What follows belongs to an exercise in optimizing a design on an open flow for small area; a production flow would make more cautious choices. Function was checked by simulation only, so behaviour that the tests miss may differ from the original. No activity file was given, so power comes from the tool's default toggle rates.

== run 1 ==
// pcodec
module pcodec (
  input  wire        clk,
  input  wire        rst,
  input  wire        start,
  input  wire [7:0]  op,
  input  wire [19:0] a_len,
  input  wire [19:0] out_cap,
  output wire        busy,
  output wire        done,
  output wire        fatal,
  output wire [3:0]  err,
  output wire [19:0] err_off,
  output wire [19:0] out_len,
  output wire        in_re,
  output wire [19:0] in_addr,
  input  wire [7:0]  in_rdata,
  output wire        out_we,
  output wire [19:0] out_addr,
  output reg  [7:0]  out_wdata
);
Size: roughly 860 cells after synthesis, roughly 170 flip-flops, about 160 I/O pins, about 0.0078 sq mm of cells after synthesis.
==> flow/config.mk <==
export PLATFORM = sky130hd
export DESIGN_NAME = pcodec
export DESIGN_NICKNAME = pcodec
export VERILOG_FILES = /design/flow/design.v
export SDC_FILE = /design/flow/constraint.sdc
export NUM_CORES = 4
export LEC_CHECK = 0
export ABC_AREA = 1
export CAP_MARGIN = 5
export CORE_MARGIN = 2
export CORE_UTILIZATION = 40
export SLEW_MARGIN = 5
==> flow/constraint.sdc <==
create_clock -name core_clock -period 10.0 [get_ports {clk}]
set_input_delay 2.0000 -clock core_clock [delete_from_list [all_inputs] [get_ports {clk}]]
set_output_delay 2.0000 -clock core_clock [all_outputs]
set_load 0.01 [all_outputs]
standard.sh (not shown) runs the stock make flow with config.mk's settings and CLKGATE_MAP_FILE= SYNTH_SCRIPT=/design/flow/synth_recipe.tcl, a recipe that flattens the netlist after the stock synthesis.
==> flow/flow/run.sh <==
#!/bin/bash
# The standard layout (standard.sh) with three changes:
#  - synthesis maps the logic with the ABC script in flow/abc_area.script
#    (ORFS's scripts folder is copied and only that file replaced; registers,
#    yosys passes, flattening and renaming are those of the standard synthesis),
#  - the port buffers that global placement inserts on every input and output
#    port use the smallest buffer cell,
#  - the clock tree is built from clkbuf_4/clkbuf_8 cells without dummy loads.
set -euo pipefail
rm -rf scripts_custom
cp -r "$FLOW_HOME/scripts" scripts_custom
cp flow/abc_area.script scripts_custom/abc_area.script
export BUFFER_PORTS_ARGS="-buffer_cell sky130_fd_sc_hd__buf_1"
export CTS_ARGS="-sink_clustering_enable -repair_clock_nets -dont_use_dummy_load -buf_list {sky130_fd_sc_hd__clkbuf_4 sky130_fd_sc_hd__clkbuf_8}"
bash standard.sh SCRIPTS_DIR="$PWD/scripts_custom" finish > standard_flow.log 2>&1
==> flow/flow/abc_area.script <==
strash
&get -n
&deepsyn -T 60
&put
dch -f
amap
strash
&get -n
&deepsyn -T 60
&put
dch -f
amap
topo
--- input diff run 1..run 2 ---
-- flow/flow/run.sh --
<<< run 1, line 13
export BUFFER_PORTS_ARGS="-buffer_cell sky130_fd_sc_hd__buf_1"
export CTS_ARGS="-sink_clustering_enable -repair_clock_nets -dont_use_dummy_load -buf_list {sky130_fd_sc_hd__clkbuf_4 sky130_fd_sc_hd__clkbuf_8}"
bash standard.sh SCRIPTS_DIR="$PWD/scripts_custom" finish > standard_flow.log 2>&1
>>> run 2, line 13
export BUFFER_PORTS_ARGS="-buffer_cell sky130_fd_sc_hd__buf_1"
export CTS_ARGS="-sink_clustering_enable -repair_clock_nets -dont_use_dummy_load -sink_buffer_max_cap_derate 1.0 -buf_list {sky130_fd_sc_hd__clkbuf_8 sky130_fd_sc_hd__clkbuf_16}"
bash standard.sh SCRIPTS_DIR="$PWD/scripts_custom" finish > standard_flow.log 2>&1
Findings:
Run 1 → run 2: total power of the final layout rose about 12%, sequential portion of the cell area fell 0.98 points, routed metal-1 wire length fell 450 um, synthesized area about even, post-route cell area rose 210 sq um.
Total routed wirelength was lower in run 2 than in run 1.
Delta (run 2 minus run 1): die area barely changed; gate count after technology mapping dropped 5; cell count after placement barely changed; starting density of the core barely changed.
When run 2 is measured against run 1, its achievable clock frequency turns out about 0.7% lower.
The inputs of run 3 differ from those of run 2 as listed below.
Settings: SLEW_MARGIN: 5 -> 20; CAP_MARGIN: 5 -> 20.
-- flow/flow/run.sh --
<<< run 2, line 13
export BUFFER_PORTS_ARGS="-buffer_cell sky130_fd_sc_hd__buf_1"
export CTS_ARGS="-sink_clustering_enable -repair_clock_nets -dont_use_dummy_load -sink_buffer_max_cap_derate 1.0 -buf_list {sky130_fd_sc_hd__clkbuf_8 sky130_fd_sc_hd__clkbuf_16}"
bash standard.sh SCRIPTS_DIR="$PWD/scripts_custom" finish > standard_flow.log 2>&1
>>> run 3, line 13
export BUFFER_PORTS_ARGS="-buffer_cell sky130_fd_sc_hd__buf_1"
export CTS_ARGS="-sink_clustering_enable -repair_clock_nets -dont_use_dummy_load -buf_list {sky130_fd_sc_hd__clkbuf_4 sky130_fd_sc_hd__clkbuf_8}"
bash standard.sh SCRIPTS_DIR="$PWD/scripts_custom" finish > standard_flow.log 2>&1
==> flow/flow/abc_area.script <==
strash
&get -n
&deepsyn -T 60
&put
dch -f
amap
topo
--- outcome ---
- Run 3 reports its standard cell with the maximum stage delay on the critical path as sky130_fd_sc_hd__a2111oi_0 while run 2 reports sky130_fd_sc_hd__nor2_1.
- On setup violation total in the final timing report, run 2 and run 3 are basically level.
- Run 3 ended up with a higher met3 global-route usage than run 2 did.
- Changes observed in run 3 relative to run 2: clock power -29%, clock skew +20 ps, combinational group share of total power now sits higher, final routed wire length divided by cell count increased by 0.97 um relative to the old numbers.
- Cmp run 2 and run 3 / compound-cell area share of the yosys netlist / higher: run 3
For run 4, these inputs were changed with respect to run 3:
Settings: swapping 20 for 5 in CAP_MARGIN; swapping 20 for 5 in SLEW_MARGIN.
-- flow/flow/run.sh --
<<< run 3, line 13
export BUFFER_PORTS_ARGS="-buffer_cell sky130_fd_sc_hd__buf_1"
export CTS_ARGS="-sink_clustering_enable -repair_clock_nets -dont_use_dummy_load -buf_list {sky130_fd_sc_hd__clkbuf_4 sky130_fd_sc_hd__clkbuf_8}"
bash standard.sh SCRIPTS_DIR="$PWD/scripts_custom" finish > standard_flow.log 2>&1
>>> run 4, line 13
export BUFFER_PORTS_ARGS="-buffer_cell sky130_fd_sc_hd__buf_1"
export CTS_ARGS="-sink_clustering_enable -repair_clock_nets -dont_use_dummy_load -sink_buffer_max_cap_derate 0.5 -buf_list {sky130_fd_sc_hd__clkbuf_8}"
bash standard.sh SCRIPTS_DIR="$PWD/scripts_custom" finish > standard_flow.log 2>&1
-- flow/flow/abc_area.script --
<<< run 3, line 1
strash
>>> run 4, line 1
strash
&get -n
&deepsyn -T 60
&put
dch -f
amap
strash
--- outcome ---
- Run 4 reached the final stage; the timing, design-rule and antenna checks on its layout passed.
- Run 4 against run 3: I/O pin count shows no meaningful change; wire length of the first global-routing pass shows a reduction of about 6%; number of fillers in the final layout shows an increase of 3.7%; final core utilization shows no meaningful change.
- Going from run 3 to run 4, proportion of cell area occupied by multi-input gates grows by 0.27 points.
- Compare run 4 and run 3 | violation count after the first detailed-route iteration higher: run 3
- There was hardly any difference in die boundary height between run 3 and run 4.
- Run 4 vs run 3: highest attainable clock frequency down

[afterwards: timing with drivers on the ports]
The results above use ideal ports. As a check the final layouts listed here were re-extracted and re-timed, cells and wires unchanged. Step 1 (the two cells are an assumption about what drives the block):
set clk [get_ports {clk}]
set_driving_cell -lib_cell sky130_fd_sc_hd__clkbuf_16 $clk
set_driving_cell -lib_cell sky130_fd_sc_hd__buf_2 [delete_from_list [all_inputs] $clk]
Step 2 moves the port delays by t, midway between the first and last clock arrival at a register: inputs arrive t later, outputs are due t later. That takes back most of the time a late clock gives input paths. a / b / c = ideal / step 1 / step 2; a / b = the first two.
run | t, ns | setup WS [ns] | worst hold slack (ns) | worst setup path after step 2 | latest minus earliest clock arrival (ns)
run 1 | 0.484 | 1.496 / 1.496 / 1.496 | 0.306 / 0.306 / 0.306 | register to register | 0.036 / 0.035
run 2 | 0.575 | 1.434 / 1.434 / 1.434 | 0.315 / 0.315 / 0.315 | register to register | 0.019 / 0.019
run 3 | 0.487 | 1.813 / 1.813 / 1.813 | 0.314 / 0.314 / 0.314 | register to register | 0.040 / 0.040
run 4 | 0.490 | 1.415 / 1.415 / 1.415 | 0.308 / 0.308 / 0.308 | register to register | 0.033 / 0.032
After both steps every run listed still meets setup and hold.
